From an optimization exercise on the open Yosys and OpenROAD flow, aimed at small area, a short achievable clock period and few clock cycles; shortcuts taken in it are not production practice.
In this exercise RTL edits were held to simulation tests only and were not proved equivalent to the original.
Power figures rest on the tool's default switching activity, not on a simulated workload.

## flow/run.sh

```bash
#!/bin/bash
# synth_recipe.tcl (not shown) runs the flow's synth.tcl, then flattens the netlist and writes it again
# the make line also repeats each setting of config.mk as NAME=value (left out here)
make -C /OpenROAD-flow-scripts/flow DESIGN_CONFIG=/design/flow/config.mk WORK_HOME=/design/flow/orfs CLKGATE_MAP_FILE= SYNTH_SCRIPT=/design/flow/synth_recipe.tcl finish
```

## flow/config.mk

```make
export PLATFORM = sky130hd
export DESIGN_NAME = cfe_rx
export DESIGN_NICKNAME = cfe_rx
export VERILOG_FILES = /design/flow/design.v
export SDC_FILE = /design/flow/constraint.sdc
export NUM_CORES = 4
export LEC_CHECK = 0
export CAP_MARGIN = 20
export CORE_MARGIN = 2
export CORE_UTILIZATION = 40
export SLEW_MARGIN = 20
```

## flow/constraint.sdc

```tcl
create_clock -name core_clock -period 9.0 [get_ports {clk}]
set_input_delay 1.8000 -clock core_clock [delete_from_list [all_inputs] [get_ports {clk}]]
set_output_delay 1.8000 -clock core_clock [all_outputs]
set_load 0.01 [all_outputs]
```

## flow/design.v

```verilog
module cfe_rx (
    input  wire       clk,
    input  wire       rst,
    input  wire       in_valid,
    input  wire [7:0] in_data,
    output wire       in_ready,
    output wire       out_valid,
    output wire [7:0] out_data,
    output wire       out_last,
    input  wire       clr_ovf,
    output reg        ovf,
    output wire       idle
);
    localparam [7:0] START = 8'h05;
    localparam [7:0] END   = 8'h04;
    localparam [1:0] S_EMPTY = 2'd0;   
    localparam [1:0] S_OPEN  = 2'd1;   
    localparam [1:0] S_END   = 2'd2;   
    reg [7:0] mem [0:127];
    reg [6:0] head;
    reg [7:0] plen;       
    reg [7:0] qlen;       
    reg [1:0] st;
    reg [7:0] acc;        
    reg       emit;       
    reg [7:0] ecnt;       
    wire [6:0] scan  = head + plen[6:0];
    wire       full  = plen[7];                       
    wire [6:0] raddr = emit ? head + ecnt[6:0] : scan;
    wire [7:0] rbyte = mem[raddr];
    wire   last_byte = ecnt == plen - 8'd1;
    assign out_valid = emit;
    assign out_data  = rbyte;
    assign out_last  = emit && last_byte;
    assign in_ready = !emit && qlen == 8'd0 && !full;
    assign idle     = in_ready;
    wire       take   = in_valid && in_ready;         
    wire       replay = !emit && !full && qlen != 8'd0;
    wire       step   = take || replay;
    wire [7:0] b      = replay ? rbyte : in_data;
    wire [7:0] qeff   = qlen + {7'd0, take};          
    always @(posedge clk) begin
        if (take)
            mem[scan] <= in_data;
    end
    always @(posedge clk) begin
        if (rst) begin
            head <= 7'd0;
            plen <= 8'd0;
            qlen <= 8'd0;
            st   <= S_EMPTY;
            acc  <= 8'd0;
            emit <= 1'b0;
            ecnt <= 8'd0;
            ovf  <= 1'b0;
        end else begin
            if (clr_ovf)
                ovf <= 1'b0;
            if (emit) begin
                if (last_byte) begin
                    emit <= 1'b0;
                    head <= head + plen[6:0];
                    plen <= 8'd0;
                    st   <= S_EMPTY;
                end else begin
                    ecnt <= ecnt + 8'd1;
                end
            end else if (full) begin
                ovf  <= 1'b1;
                head <= head + 7'd1;
                qlen <= plen - 8'd1;
                plen <= 8'd0;
                st   <= S_EMPTY;
            end else if (step) begin
                case (st)
                    S_EMPTY: begin
                        qlen <= qeff - 8'd1;
                        if (b == START) begin
                            plen <= 8'd1;
                            acc  <= b;
                            st   <= S_OPEN;
                        end else begin
                            head <= head + 7'd1;      
                        end
                    end
                    S_OPEN: begin
                        qlen <= qeff - 8'd1;
                        plen <= plen + 8'd1;
                        acc  <= acc ^ b;
                        if (b == END)
                            st <= S_END;
                    end
                    default: begin  
                        if (b == acc) begin
                            qlen <= qeff - 8'd1;
                            plen <= plen + 8'd1;
                            emit <= 1'b1;
                            ecnt <= 8'd0;
                        end else begin
                            head <= head + 7'd1;
                            qlen <= qeff + plen - 8'd1;
                            plen <= 8'd0;
                            st   <= S_EMPTY;
                        end
                    end
                endcase
            end
        end
    end
endmodule
```

==> flow_metrics.tcl <==
set metrics [dict create \
    insertion_delay_ps 730 \
    critPathCaptureType "output pin" \
    min_from "ovf" \
    synth.distinct_cells 99 \
    synth_area_leader_cell "edfxtp_1" \
    nets 4539 \
    ctsResizeCount 0 \
    dp_hpwl_mm 104 \
    synth-main-ff-cell "edfxtp_1" \
    min_to "ovf" \
    syn_inst 4648 \
    synth_most_common_cell "edfxtp_1" \
    clock_sinks 1067 \
    final_hold_viol_count 0 \
    cp_num_buf_inv 5 \
    r2r_end "ecnt[7]" \
    num_io_pins 25 \
    setup_tns_ps 0 \
    ff2ff_path_depth 17 \
    status "timing/DRC/antenna clean" \
    core_um2 131000 \
    wl_mm 181 \
    numCtsBuffers 114 \
    die_y_um 367 \
    drtIter0Drc 5726 \
    clk_pin_slew_worst_paths_ps 60 \
    row_count 133 \
    critical_path.slowest_cell "fa_4" \
    maxCapViolations 0 \
    overflow 0 \
    fillerInstances 11900 \
    grt_pass1_wl_mm 263 \
    grt_max_degree 129 \
    crit_family "compound AO/OA/AOI/OAI gates" \
    vias_per_cell 6.42 \
    rsz0062_at_grt "false" \
    start_kind "flip-flop" \
    fin_crit_sh 0.919 \
    fin_util 0.444 \
    critical_path.cell_chain "ha_4, inv_1, fa_4, clkinv_2, buf_12, o21ai_0, o21a_1, o221ai_1, a221oi_1, a31oi_1, a22o_1, o31ai_1, inv_1, clkdlybuf4s50_1" \
    netlist_top_cells_area "edfxtp_1, nor2_1, o21ai_0, o211ai_1, nor2b_1" \
    ctsHoldBuffers 0 \
    cts_max_level 3 \
    wl_per_cell_um 28.5 \
    drc 0 \
    path_class "flip-flop to output pin" \
    layout-drive-gt1-share 0.0728 \
    ys_top_cells_by_count "edfxtp_1, nor2_1, o21ai_0" \
    antenna_left 0 \
    hold_path.class "flip-flop to flip-flop" \
    worstMarginPinSlew_ps 1150 \
    timing.fmax_mhz 121 \
    grt_usage 0.260 \
    slew_viol_final 0 \
    cpPeakStageDelay_ps 1060 \
    max_slew_margin 0.227 \
    clk_path_buf_depth 3 \
    async_reset_ff_frac 0 \
    post-cts-setup-buffer-count 0 \
    start_util 0.401 \
    gp_congestion 0.880 \
    arrival_ps 6470 \
    timing.rr.start "plen[0]" \
    antenna_found_initial 5 \
    yosysTopAreaCellShare 0.585 \
    port_buffers 24 \
    power_density_nw_per_um2 336 \
    root_buffer "clkbuf_16" \
    required_ps 7200 \
    leakage_uw 0.0180 \
    layout_min_cycle_time_ps 8270 \
    cts_tree "yes" \
    yosys_warnings 1 \
    synth_nets 4693 \
    yosysSeqAreaShare 0.601 \
    reg2reg_slack_ps 1860 \
    crit_fanout 43 \
    antenna_cells 0 \
    vias 40700 \
    worstHoldPathCells 2 \
    syn_area_um2 52600 \
    finalClockSkew_ps 33.0 \
    die_width_um 367 \
    dr.pass1.iters 8 \
    synth_edf_count 1024 \
    crit_path_frequent_cell "inv_1" \
    setup_violations 0 \
    area_growth_syn_to_layout_pct 10.6 \
    synth-seq-cells 1067 \
    grt_pass1_vias 38400 \
    ir_drop_mv 0.481 \
    syn_area_per_cell_um2 11.3 \
    die-area_um2 134000 \
]
[through the flow]
stage	instance area, µm²	power [µW]	hold WS, ps	instances	worst slack, ps
2_1_floorplan	52600	11600	455	4648	3860
3_3_place_gp	54400	14500	461	6133	1590
3_5_place_dp	54400	14600	477	6133	1550
4_1_cts	58100	19400	486	6344	765
5_1_grt	58100	20300	539	6344	703
6_report	58100	19500	477	6344	728
[final cells by class]
cell class | instances | area [µm²] | area share
clock inverters | 75 | 752 | 0.0129
flip-flops and latches | 1067 | 31600 | 0.544
well taps | 1755 | 2200 | 0.0378
inverters | 71 | 280 | 0.00482
repair buffers | 125 | 1180 | 0.0203
clock buffers | 136 | 3000 | 0.0516
multi-input cells | 3115 | 19100 | 0.329
[per-layer routing]
metal,routed length [µm],vias up,global-route usage
met5,12,-,0
met2,79300,2312,0.389
li1,-,17600,-
met1,74500,20300,0.367
met4,7740,2,0.103
met3,19000,424,0.0563
[how the worst max path moves through the flow]
stage / endpoint / depth (start not counted) / startpoint / slack, ps
final: out_data[5] / 14 / head[0] / 730
after global routing: out_data[2] / 13 / head[0] / 700
after CTS: out_data[2] / 12 / plen[0] / 770
after detailed placement: out_data[2] / 13 / head[0] / 1550
after global placement: out_data[2] / 12 / plen[0] / 1590
after floorplan: out_data[2] / 16 / ecnt[0] / 3860
[cells in the final DEF, fill, tap and decap left out, types with 57 or more instances in the layout]
cell	n
nor2_1	569
inv_1	64
nor3_1	57
nand3_1	106
a21oi_1	188
edfxtp_1	1024
nand2b_1	96
o21ai_0	407
o31ai_1	94
buf_4	93
o22ai_1	192
o211ai_1	239
a22oi_1	106
clkbuf_16	117
nor2b_1	246
nand2_1	121
[logic make-up after synthesis]
| group | after synthesis | synth area share |
|---|---|---|
| AOI/OAI and AO/OA | 1674 | 0.214 |
| xor gates and xnor gates | 64 | 0.0107 |
| adders and majority gates | 33 | 0.00828 |
| buffers and inverters | 466 | 0.0384 |
| DFF | 1067 | 0.601 |
| muxes | 32 | 0.00631 |
| and+or+nand+nor | 1312 | 0.121 |
[flip-flops by register name, summed over array words and instances, names as in the netlist]
signal,cells
qlen,8
mem,1024
st,2
ovf,1
ecnt,8
emit,1
acc,8
head,7
plen,8
[worst min-delay path, delay by kind of cell (launching register included)]
family | cells | cell delay [ps]
and+or+nand+nor | 1 | 60
DFF | 1 | 310
AOI/OAI and AO/OA | 1 | 60
[where the power goes]
part / switching [µW] / internal, µW / leakage [µW]
Sequential: 68.2 / 5490 / 0.00955
Clock: 2030 / 2790 / 0.00184
Combinational: 6200 / 2950 / 0.00662
Total: 8300 / 11200 / 0.0180
Testbench counts, summed over its fixed seeds: cycles 95,195.

re-timing with driven ports:
Ports are ideal in the flow. The routed layout listed here was re-timed in OpenROAD. Step 1: set_driving_cell puts a clkbuf_16 on clk and a buf_2 on each other input, an assumption about the parent block. Step 2 adds t to the input delays and takes it off the output delays; t is the mean of the earliest and latest rising clock arrival at the registers after step 1. Input paths then give back, and output paths get back, about the clock's delay inside the block. a / b / c = ideal / step 1 / step 2; a / b = the first two.
t, ns: 0.782
slack for setup (ns): 0.728 / 0.654 / 1.436
clock arrival spread, ns: 0.039 / 0.039
After both steps setup and hold are still met in this run. For this run, drivers alone change the setup slack by -0.074 ns; drivers and shift together by +0.708 ns.
